Background: an optimization exercise with open tools, aiming at small area, a short achievable clock period and few clock cycles. Do not read the settings as production practice.
At most, simulation tests tie the RTL to the original design; equivalence was not proved.

05-10:
==> flow/design.v <==
module swath_engine (
    input  wire        clk,
    input  wire        rst,
    input  wire        in_valid,
    output wire        in_ready,
    input  wire [5:0]  in_swath,
    input  wire        in_mirror,
    input  wire [63:0] in_sh_l,
    input  wire [63:0] in_sh_r,
    input  wire [63:0] in_lv_l,
    input  wire [63:0] in_lv_r,
    output wire        ev_valid,
    input  wire        ev_ready,
    output wire [15:0] ev_data,
    output wire        res_valid,
    output wire [6:0]  res_k
);
    localparam [2:0] G_IDLE   = 3'd0,    
                     G_SELCOL = 3'd1,
                     G_RCMD   = 3'd2,
                     G_RSEL   = 3'd3,
                     G_DATA   = 3'd4,
                     G_WR     = 3'd5,
                     G_END    = 3'd6;
    localparam [3:0] K_CMD = 4'd1, K_DATA = 4'd2, K_SELCOL = 4'd3,
                     K_SELROW = 4'd4, K_WRITE = 4'd5, K_END = 4'd6;
    wire [63:0] d_l  = in_sh_l ^ in_lv_l;
    wire [63:0] d_r  = in_sh_r ^ in_lv_r;
    wire [63:0] wl_n = in_sh_l & ~in_lv_l;
    wire [63:0] wr_n = in_sh_r & ~in_lv_r;
    wire [63:0] wl_m = in_mirror ? (wl_n | d_r) : wl_n;
    wire [63:0] wr_m = in_mirror ? (wr_n | d_l) : wr_n;
    wire [63:0] any_n   = d_l | d_r;
    wire        blank_n = ~|any_n;
    reg [63:0] any, wl, wr;      
    reg [5:0]  sw;
    reg        full;             
    reg        sb;               
    reg        clr;              
    reg [2:0]  gs;               
    reg        last;             
    reg        bl, br;           
    reg [6:0]  k;                
    reg        gbusy;            
    reg        evv, evend;
    reg [15:0] evd;
    reg        resv;
    reg [6:0]  resk;
    reg [2:0]  cnt;              
    reg        hold;             
    reg [63:0] pre;              
    integer i;
    always @(*) begin
        pre[0] = 1'b0;
        for (i = 1; i < 64; i = i + 1) pre[i] = pre[i-1] | any[i-1];
    end
    wire [63:0] lo = any & ~pre;
    reg  [5:0]  lo_idx;
    integer j;
    always @(*) begin
        lo_idx = 6'd0;
        for (j = 0; j < 64; j = j + 1) lo_idx = lo_idx | ({6{lo[j]}} & j[5:0]);
    end
    wire lo_l  = |(lo & wl);
    wire lo_r  = |(lo & wr);
    wire multi = |(any & pre);   
    wire adv      = ~evv | ev_ready;
    wire ev_end   = evv & ev_ready & evend;      
    wire gen_rsel = adv & (gs == G_RSEL);
    wire take     = in_valid & in_ready;
    wire retire   = full & sb;                   
    wire start    = adv & (gs == G_IDLE) & full & ~sb;
    wire drain    = ~ev_end & (cnt != 3'd0) & ~hold;
    assign in_ready  = (~full | sb) & (cnt <= 3'd4) & ~(gbusy & ~hold & (cnt != 3'd0));
    assign ev_valid  = evv;
    assign ev_data   = evd;
    assign res_valid = resv;
    assign res_k     = resk;
    always @(posedge clk) begin
        if (take) begin
            any <= any_n;
            wl  <= wl_m;
            wr  <= wr_m;
            sw  <= in_swath;
            sb  <= blank_n;
        end else if (clr) begin
            any <= any & pre;
        end
    end
    always @(posedge clk) begin
        if (gen_rsel) begin
            bl   <= lo_l;
            br   <= lo_r;
            last <= ~multi;
        end
        if (start) k <= 7'd0;
        else if (gen_rsel) k <= k + 7'd1;
        if (adv) begin
            case (gs)
                G_IDLE:   evd <= {K_CMD, 12'd0};
                G_SELCOL: evd <= {K_SELCOL, sw, sw};
                G_RCMD:   evd <= {K_CMD, 12'd0};
                G_RSEL:   evd <= {K_SELROW, lo_idx, lo_idx};
                G_DATA:   evd <= {K_DATA, 12'd0};
                G_WR:     evd <= {K_WRITE, 4'd0, {4{br}}, {4{bl}}};
                default:  evd <= {K_END, 12'd0};
            endcase
            evend <= (gs == G_END);
        end
        resk <= ev_end ? k : 7'd0;
    end
    always @(posedge clk) begin
        if (rst) begin
            full  <= 1'b0;
            clr   <= 1'b0;
            gs    <= G_IDLE;
            evv   <= 1'b0;
            gbusy <= 1'b0;
            resv  <= 1'b0;
            cnt   <= 3'd0;
            hold  <= 1'b0;
        end else begin
            clr <= gen_rsel;
            if (adv) begin
                case (gs)
                    G_IDLE: begin
                        evv <= full & ~sb;
                        if (full & ~sb) gs <= G_SELCOL;
                    end
                    G_SELCOL: begin evv <= 1'b1; gs <= G_RCMD; end
                    G_RCMD:   begin evv <= 1'b1; gs <= G_RSEL; end
                    G_RSEL:   begin evv <= 1'b1; gs <= G_DATA; end
                    G_DATA:   begin evv <= 1'b1; gs <= G_WR;   end
                    G_WR:     begin evv <= 1'b1; gs <= last ? G_END : G_RCMD; end
                    default:  begin evv <= 1'b1; gs <= G_IDLE; end
                endcase
            end
            if (take)
                full <= 1'b1;
            else if (retire || (gen_rsel && !multi))
                full <= 1'b0;
            if (start)
                gbusy <= 1'b1;
            else if (ev_end)
                gbusy <= 1'b0;
            resv <= ev_end | drain;
            cnt  <= cnt + {2'd0, retire} - {2'd0, drain};
            if (retire && gbusy && !ev_end)
                hold <= 1'b1;
            else if (ev_end)
                hold <= 1'b0;
        end
    end
endmodule
clock: 10.0 ns
lec_check: 0
cap_margin: 20
core_margin: 2
core_utilization: 40
slew_margin: 20
run.sh (not shown) runs the stock make flow with config.mk's settings and CLKGATE_MAP_FILE= SYNTH_SCRIPT=/design/flow/synth_recipe.tcl, a recipe that flattens the netlist after the stock synthesis.
Here is what was changed in the inputs of 10-13 compared with 05-10.
==> flow/design.v <==
module swath_engine (
    input  wire        clk,
    input  wire        rst,
    input  wire        in_valid,
    output wire        in_ready,
    input  wire [5:0]  in_swath,
    input  wire        in_mirror,
    input  wire [63:0] in_sh_l,
    input  wire [63:0] in_sh_r,
    input  wire [63:0] in_lv_l,
    input  wire [63:0] in_lv_r,
    output wire        ev_valid,
    input  wire        ev_ready,
    output wire [15:0] ev_data,
    output wire        res_valid,
    output wire [6:0]  res_k
);
    localparam [2:0] G_IDLE   = 3'd0,    
                     G_SELCOL = 3'd1,
                     G_RCMD   = 3'd2,
                     G_RSEL   = 3'd3,
                     G_DATA   = 3'd4,
                     G_WR     = 3'd5,
                     G_END    = 3'd6;
    localparam [3:0] K_CMD = 4'd1, K_DATA = 4'd2, K_SELCOL = 4'd3,
                     K_SELROW = 4'd4, K_WRITE = 4'd5, K_END = 4'd6;
    wire [63:0] d_l  = in_sh_l ^ in_lv_l;
    wire [63:0] d_r  = in_sh_r ^ in_lv_r;
    wire [63:0] wl_n = in_sh_l & ~in_lv_l;
    wire [63:0] wr_n = in_sh_r & ~in_lv_r;
    wire [63:0] wl_m = in_mirror ? (wl_n | d_r) : wl_n;
    wire [63:0] wr_m = in_mirror ? (wr_n | d_l) : wr_n;
    wire [63:0] any_n   = d_l | d_r;
    wire        blank_n = ~|any_n;
    reg [63:0] any, wl, wr;      
    reg [5:0]  sw;
    reg        full;             
    reg [2:0]  gs;               
    reg        last;             
    reg        bl, br;           
    reg [6:0]  k;                
    reg        gbusy;            
    reg        evv;
    reg [15:0] evd;
    reg        resv;
    reg [6:0]  resk;
    reg [2:0]  cnt;              
    reg        hold;             
    reg [63:0] pre;              
    integer i;
    always @(*) begin
        pre[0] = 1'b0;
        for (i = 1; i < 64; i = i + 1) pre[i] = pre[i-1] | any[i-1];
    end
    wire [63:0] lo = any & ~pre;
    reg  [5:0]  lo_idx;
    integer j;
    always @(*) begin
        lo_idx = 6'd0;
        for (j = 0; j < 64; j = j + 1) lo_idx = lo_idx | ({6{lo[j]}} & j[5:0]);
    end
    wire lo_l = |(lo & wl);
    wire lo_r = |(lo & wr);
    wire adv    = ~evv | ev_ready;
    wire ev_end = evv & ev_ready & (evd[14:12] == 3'd6);    
    assign in_ready  = ~full & (cnt != 3'd6) & ~(gbusy & ~hold & (cnt != 3'd0));
    wire   take      = in_valid & in_ready;
    wire   take_b    = take & blank_n;
    wire   take_nb   = take & ~blank_n;
    assign ev_valid  = evv;
    assign ev_data   = evd;
    assign res_valid = resv;
    assign res_k     = resk;
    wire start = adv & (gs == G_IDLE) & full;
    always @(posedge clk) begin
        if (take) begin
            any <= any_n;
            wl  <= wl_m;
            wr  <= wr_m;
            sw  <= in_swath;
        end else if (adv && gs == G_RSEL) begin
            any <= any & pre;
        end
    end
    always @(posedge clk) begin
        if (adv && gs == G_RSEL) begin
            bl <= lo_l;
            br <= lo_r;
        end
        if (adv && gs == G_DATA) last <= ~|any;
        if (start) k <= 7'd0;
        else if (adv && gs == G_RSEL) k <= k + 7'd1;
        if (adv) begin
            case (gs)
                G_IDLE:   evd <= {K_CMD, 12'd0};
                G_SELCOL: evd <= {K_SELCOL, sw, sw};
                G_RCMD:   evd <= {K_CMD, 12'd0};
                G_RSEL:   evd <= {K_SELROW, lo_idx, lo_idx};
                G_DATA:   evd <= {K_DATA, 12'd0};
                G_WR:     evd <= {K_WRITE, 4'd0, {4{br}}, {4{bl}}};
                default:  evd <= {K_END, 12'd0};
            endcase
        end
        if (ev_end) resk <= k;
        else        resk <= 7'd0;
    end
    always @(posedge clk) begin
        if (rst) begin
            full  <= 1'b0;
            gs    <= G_IDLE;
            evv   <= 1'b0;
            gbusy <= 1'b0;
            resv  <= 1'b0;
            cnt   <= 3'd0;
            hold  <= 1'b0;
        end else begin
            if (adv) begin
                case (gs)
                    G_IDLE: begin
                        evv <= full;
                        if (full) gs <= G_SELCOL;
                    end
                    G_SELCOL: begin evv <= 1'b1; gs <= G_RCMD; end
                    G_RCMD:   begin evv <= 1'b1; gs <= G_RSEL; end
                    G_RSEL:   begin evv <= 1'b1; gs <= G_DATA; end
                    G_DATA:   begin evv <= 1'b1; gs <= G_WR;   end
                    G_WR:     begin evv <= 1'b1; gs <= last ? G_END : G_RCMD; end
                    default:  begin evv <= 1'b1; gs <= G_IDLE; end
                endcase
            end
            if (take_nb)
                full <= 1'b1;
            else if (adv && gs == G_DATA && ~|any)
                full <= 1'b0;
            if (start)
                gbusy <= 1'b1;
            else if (ev_end)
                gbusy <= 1'b0;
            resv <= ev_end | ((cnt != 3'd0) & ~hold);
            cnt  <= cnt + {2'd0, take_b}
                        - {2'd0, ~ev_end & (cnt != 3'd0) & ~hold};
            if (take_b && (gbusy && !ev_end))
                hold <= 1'b1;
            else if (ev_end)
                hold <= 1'b0;
        end
    end
endmodule
[summary]
Comparing 05-10 with 10-13, the share of synthesized cell area in full adder, half adder and majority cells came out essentially unchanged. Delta (10-13 minus 05-10): number of buffer and inverter stages on the critical path shows an increase of 1, post-synth net total shows a reduction of 84. For clock latency on the worst-skew pair, 10-13 and 05-10 come out practically identical. Re count of clock-buffer cells in the layout: 05-10 was higher than 10-13. Going from 05-10 to 10-13, largest incremental delay on the critical path has increased, synthesis-to-finish area growth now sits higher. 10-13: all stages complete, timing, DRC and antenna checks passed. 10-13 ends up with higher initial antenna violation count than 05-10 does.
Testbench counts of 10-13, summed over its fixed seeds: cycles 19,839.
Only the layout flow was run in 05-10; the RTL was not checked for function there.

[afterwards: timing with drivers on the ports]
In the flow no input, the clock included, has a driving cell. The finished layouts below were timed again as built, in two steps.
Step 1 (the two cells are an assumption about what drives the block):
set clk [get_ports {clk}]
set_driving_cell -lib_cell sky130_fd_sc_hd__clkbuf_16 $clk
set_driving_cell -lib_cell sky130_fd_sc_hd__buf_2 [delete_from_list [all_inputs] $clk]
Step 2 adds t to the input delays and takes it off the output delays; t is the mean of the earliest and latest rising clock arrival at the registers after step 1. Input paths then give back, and output paths get back, about the clock's delay inside the block.
Slacks: ideal ports / drivers / drivers and shift; pairs: ideal ports / drivers.
| run | shift t [ns] | slack for setup (ns) | hold slack, ns | worst setup path after step 2 |
|---|---|---|---|---|
| 05-10 | 0.587 | 5.715 / 5.735 / 5.147 | 0.494 / 0.494 / 0.494 | input to register |
| 10-13 | 0.595 | 4.363 / 4.393 / 3.798 | 0.496 / 0.496 / 0.496 | input to register |
After both steps setup and hold are still met in every run listed. The setup slack of 05-10, which loses most, moves by +0.020 ns with the drivers and by -0.568 ns with both steps.
